This is an optimization exercise on Yosys and OpenROAD, whose aim is small area, a short achievable clock period and few clock cycles, not a production implementation. Only simulation tests tie the RTL to the original design; equivalence was not proved. No activity file was given, so power comes from the tool's default toggle rates.

// oss_framer
module oss_framer (
    input  wire        clk,
    input  wire        rst,
    input  wire        host_req,
    input  wire        host_we,
    input  wire [15:0] host_addr,
    input  wire [7:0]  host_wdata,
    output wire        host_ack,
    output reg  [7:0]  host_rdata,
    input  wire        rx_valid,
    input  wire [7:0]  rx_data,
    input  wire        rdy_in,
    output wire        tx_valid,
    output wire [7:0]  tx_data
);
    localparam [7:0] PREFIX0    = 8'hAA;
    localparam [7:0] PREFIX1    = 8'h55;
    localparam [7:0] FC_STANDBY = 8'h02;
    localparam [7:0] FC_UNKNOWN = 8'hFF;
    localparam [2:0] E_NONE     = 3'b000;
    localparam [2:0] E_CHECKSUM = 3'b001;
    localparam [2:0] E_HEADER   = 3'b010;
    localparam [2:0] E_TIMEOUT  = 3'b011;
    localparam [2:0] E_BADLEN   = 3'b100;
    localparam [2:0] E_ILLEGAL  = 3'b101;
    reg [7:0]  arg_fc, arg_uc, arg_l, arg_avg, arg_ae;
    reg [15:0] arg_r, arg_it;
    reg [1:0]  arg_flags;
    reg [2:0]  err;
    reg [3:0]  fcur;        
    reg [3:0]  fb_hw;       
    reg [7:0]  fsum;        
    reg        ffilled, rdy_flag, ok, fetch_due, drained;
    reg [7:0]  async_fc, last_fc, last_uc;
    reg [4:0]  last_l;      
    reg [6:0]  ret_size;    
    reg [6:0]  rx_cnt;      
    reg [6:0]  ret_hw;      
    reg [7:0]  cs_acc;
    reg [7:0]  rs;          
    reg        rs_ok;
    reg        rdy_q;
    reg        sending;
    reg        bak_eq;
  ...
Size in the first run: ~5000 cells after synthesis, roughly 1000 flip-flops, ~56 I/O pins.
Settings: LEC_CHECK=0, ABC_AREA=1, CAP_MARGIN=20, CORE_MARGIN=2, CORE_UTILIZATION=55, PLACE_DENSITY=0.65, SLEW_MARGIN=20, TNS_END_PERCENT=5; clock period 16.0 ns.
standard.sh (not shown) runs the stock make flow with config.mk's settings and CLKGATE_MAP_FILE= SYNTH_SCRIPT=/design/flow/synth_recipe.tcl, a recipe that flattens the netlist after the stock synthesis.
==> flow/flow/run.sh <==
#!/bin/bash
set -euo pipefail
export SETUP_SLACK_MARGIN=7.6
export CTS_ARGS="-sink_clustering_enable -repair_clock_nets -dont_use_dummy_load -buf_list sky130_fd_sc_hd__clkbuf_16 -sink_clustering_size 24 -sink_clustering_max_diameter 80"
bash standard.sh > standard_flow.log 2>&1
Testbench counts at the start, summed over its fixed seeds: cycles 375,187.
Rerun with:
--- a/flow/design.v
+++ b/flow/design.v
@@ -28,13 +28,16 @@
     reg [1:0]  arg_flags;
     reg [2:0]  err;
     reg [3:0]  fcur;        
     reg [3:0]  fb_hw;       
     reg [7:0]  fsum;        
     reg        ffilled, rdy_flag, ok, fetch_due, drained;
-    reg [7:0]  async_fc, last_fc, last_uc;
+    reg [7:0]  hfc, huc;
+    reg        built;       
+    reg        lvalid;      
+    reg        aw;          
     reg [4:0]  last_l;      
     reg [6:0]  ret_size;    
     reg [6:0]  rx_cnt;      
     reg [6:0]  ret_hw;      
     reg [7:0]  cs_acc;
     reg [7:0]  rs;          
@@ -42,13 +45,13 @@
     reg        rdy_q;
     reg        sending;
     reg        bak_eq;
     reg        scan;
     reg [5:0]  cnt;         
     reg [127:0] cmd;
-    reg [127:0] bak;
+    reg [127:32] bak;       
     reg [79:8]  fb;         
     reg [511:0] ret;
     wire [15:0] a = host_addr;
     wire [7:0]  wd = host_wdata;
     wire a_op   = (a == 16'h0000);
     wire busy   = sending | scan;
@@ -67,12 +70,17 @@
     wire op_rdyc  = w_op & (wd == 8'h09);
     wire op_poll  = w_op & (wd == 8'h0A);
     wire op_drain = w_op & (wd == 8'h0B);
     wire op_csclr = w_op & (wd == 8'h0C);
     wire ll_nz    = (last_l != 5'd0);
     wire [6:0] r7     = arg_r[6:0];
+    wire [7:0] last_fc  = lvalid ? hfc : FC_UNKNOWN;
+    wire [7:0] last_uc  = lvalid ? huc : 8'h00;
+    wire [7:0] async_fc = aw ? hfc : FC_UNKNOWN;
+    wire [31:0] bak_hdr = built ? {huc, hfc, PREFIX1, PREFIX0} : 32'd0;
+    wire [127:0] bak_x  = {bak, bak_hdr};
     wire r_ok    = (arg_r[15:7] == 9'd0) && (r7 >= 7'd5) && (r7 <= 7'd64);
     wire rx_ge   = (rx_cnt >= r7);
     wire hdr_ok  = (ret[7:0] == PREFIX0) && (ret[15:8] == PREFIX1) &&
                    (ret[23:16] == last_fc) && (ret[31:24] == last_uc);
     wire fast_ok = rs_ok && (rx_cnt == r7);
     wire need_scan = r_ok && rx_ge && hdr_ok && !fast_ok;
@@ -223,23 +231,28 @@
             wire en  = rst | s_w | s_h | s_c | s_p | rest_go | s_d;
             wire [7:0] hv = (gi == 0) ? PREFIX0 : (gi == 1) ? PREFIX1 :
                             (gi == 2) ? arg_fc  : arg_uc;
             wire [7:0] pv = pay_x[gi*8 +: 8];
             wire [7:0] dv = fbx[gi*8 +: 8];
             wire [7:0] nv = ({8{s_w}} & wd) | ({8{s_h}} & hv) | ({8{s_c}} & build_chk) |
-                            ({8{s_p}} & pv) | ({8{rest_go}} & bak[gi*8 +: 8]) |
+                            ({8{s_p}} & pv) | ({8{rest_go}} & bak_x[gi*8 +: 8]) |
                             ({8{s_d}} & dv);
             always @(posedge clk)
                 if (en)
                     cmd[gi*8 +: 8] <= rst ? 8'h00 : nv;
         end
     endgenerate
     wire bak_en = bak_eq & cmd_mod;
     always @(posedge clk)
+        if (build_go) begin
+            hfc <= arg_fc;
+            huc <= arg_uc;
+        end
+    always @(posedge clk)
         if (bak_en)
-            bak <= cmd;
+            bak <= cmd[127:32];
     always @(posedge clk) begin
         if (rst) begin
             arg_fc    <= 8'd0;
             arg_uc    <= 8'd0;
             arg_l     <= 8'd0;
             arg_r     <= 16'd0;
@@ -253,15 +266,15 @@
             fsum      <= 8'd0;
             ffilled   <= 1'b0;
             rdy_flag  <= 1'b0;
             ok        <= 1'b0;
             fetch_due <= 1'b0;
             drained   <= 1'b0;
-            async_fc  <= FC_UNKNOWN;
-            last_fc   <= FC_UNKNOWN;
-            last_uc   <= 8'd0;
+            built     <= 1'b0;
+            lvalid    <= 1'b0;
+            aw        <= 1'b0;
             last_l    <= 5'd0;
             ret_size  <= 7'd0;
             rx_cnt    <= 7'd0;
             ret_hw    <= 7'd0;
             cs_acc    <= 8'd0;
             rs        <= 8'd0;
@@ -356,30 +369,29 @@
                 fsum      <= 8'd0;
                 ffilled   <= 1'b0;
                 rdy_flag  <= 1'b0;
                 ok        <= 1'b0;
                 fetch_due <= 1'b0;
                 drained   <= 1'b0;
-                async_fc  <= FC_UNKNOWN;
-                last_fc   <= FC_UNKNOWN;
-                last_uc   <= 8'd0;
+                lvalid    <= 1'b0;
+                aw        <= 1'b0;
                 last_l    <= 5'd0;
                 ret_size  <= 7'd0;
                 rx_cnt    <= 7'd0;
                 rs        <= 8'd0;
                 rs_ok     <= 1'b1;
                 cs_acc    <= 8'd0;
             end
             if (op_build) begin
                 if (!l_ok) begin
                     err <= E_BADLEN;
                 end else begin
-                    async_fc <= arg_flags[0] ? arg_fc : FC_UNKNOWN;
+                    aw       <= arg_flags[0];
+                    built    <= 1'b1;
+                    lvalid   <= 1'b1;
                     rdy_flag <= 1'b0;
-                    last_fc  <= arg_fc;
-                    last_uc  <= arg_uc;
                     last_l   <= arg_l[4:0];
                     bak_eq   <= 1'b1;
                 end
             end
             if (op_xmit) begin
                 if (!ll_nz) begin
Area after synthesis falls by 1.9%.
Final area stays flat.
Setup slack improved by 32 ps.
Clock-buffer cell count decreases by 2.
Global-route usage rises by 1.9 points.
Combinational power goes up by 6.5%.
Total power decreases by 2.4%.
Synthesized cell count falls by 0.65%.
Sequential cell count fell by 37.
Cell count stays flat.
Sequential power decreases by about 3%.
Register-to-register slack is better by 420 ps.
Critical path depth came out higher by 1.
Testbench counts after the change, summed over its fixed seeds: cycles 375,187.

-- separate check: timing with driven ports --
Ports are ideal in the flow. The routed layouts listed here were re-timed in OpenROAD.
Step 1 sets driving cells, clkbuf_16 on the clock port and buf_2 on the other inputs (assumed; they add their load-dependent delay and slew).
Step 2 also shifts input and output timing later by t, the mid clock arrival at the registers, as if the neighbouring blocks saw the same clock.
Three values: ideal, step 1, step 2; two values: the first two.
run	t (ns)	setup slack, ns	latest minus earliest clock arrival (ns)
the first run	0.711	7.073 / 7.025 / 7.025	0.082 / 0.083
the second run	0.718	7.105 / 7.045 / 7.045	0.059 / 0.059
After both steps every run listed still meets setup and hold. The setup slack of the second run, which loses most, moves by -0.060 ns with the drivers and by -0.060 ns with both steps.
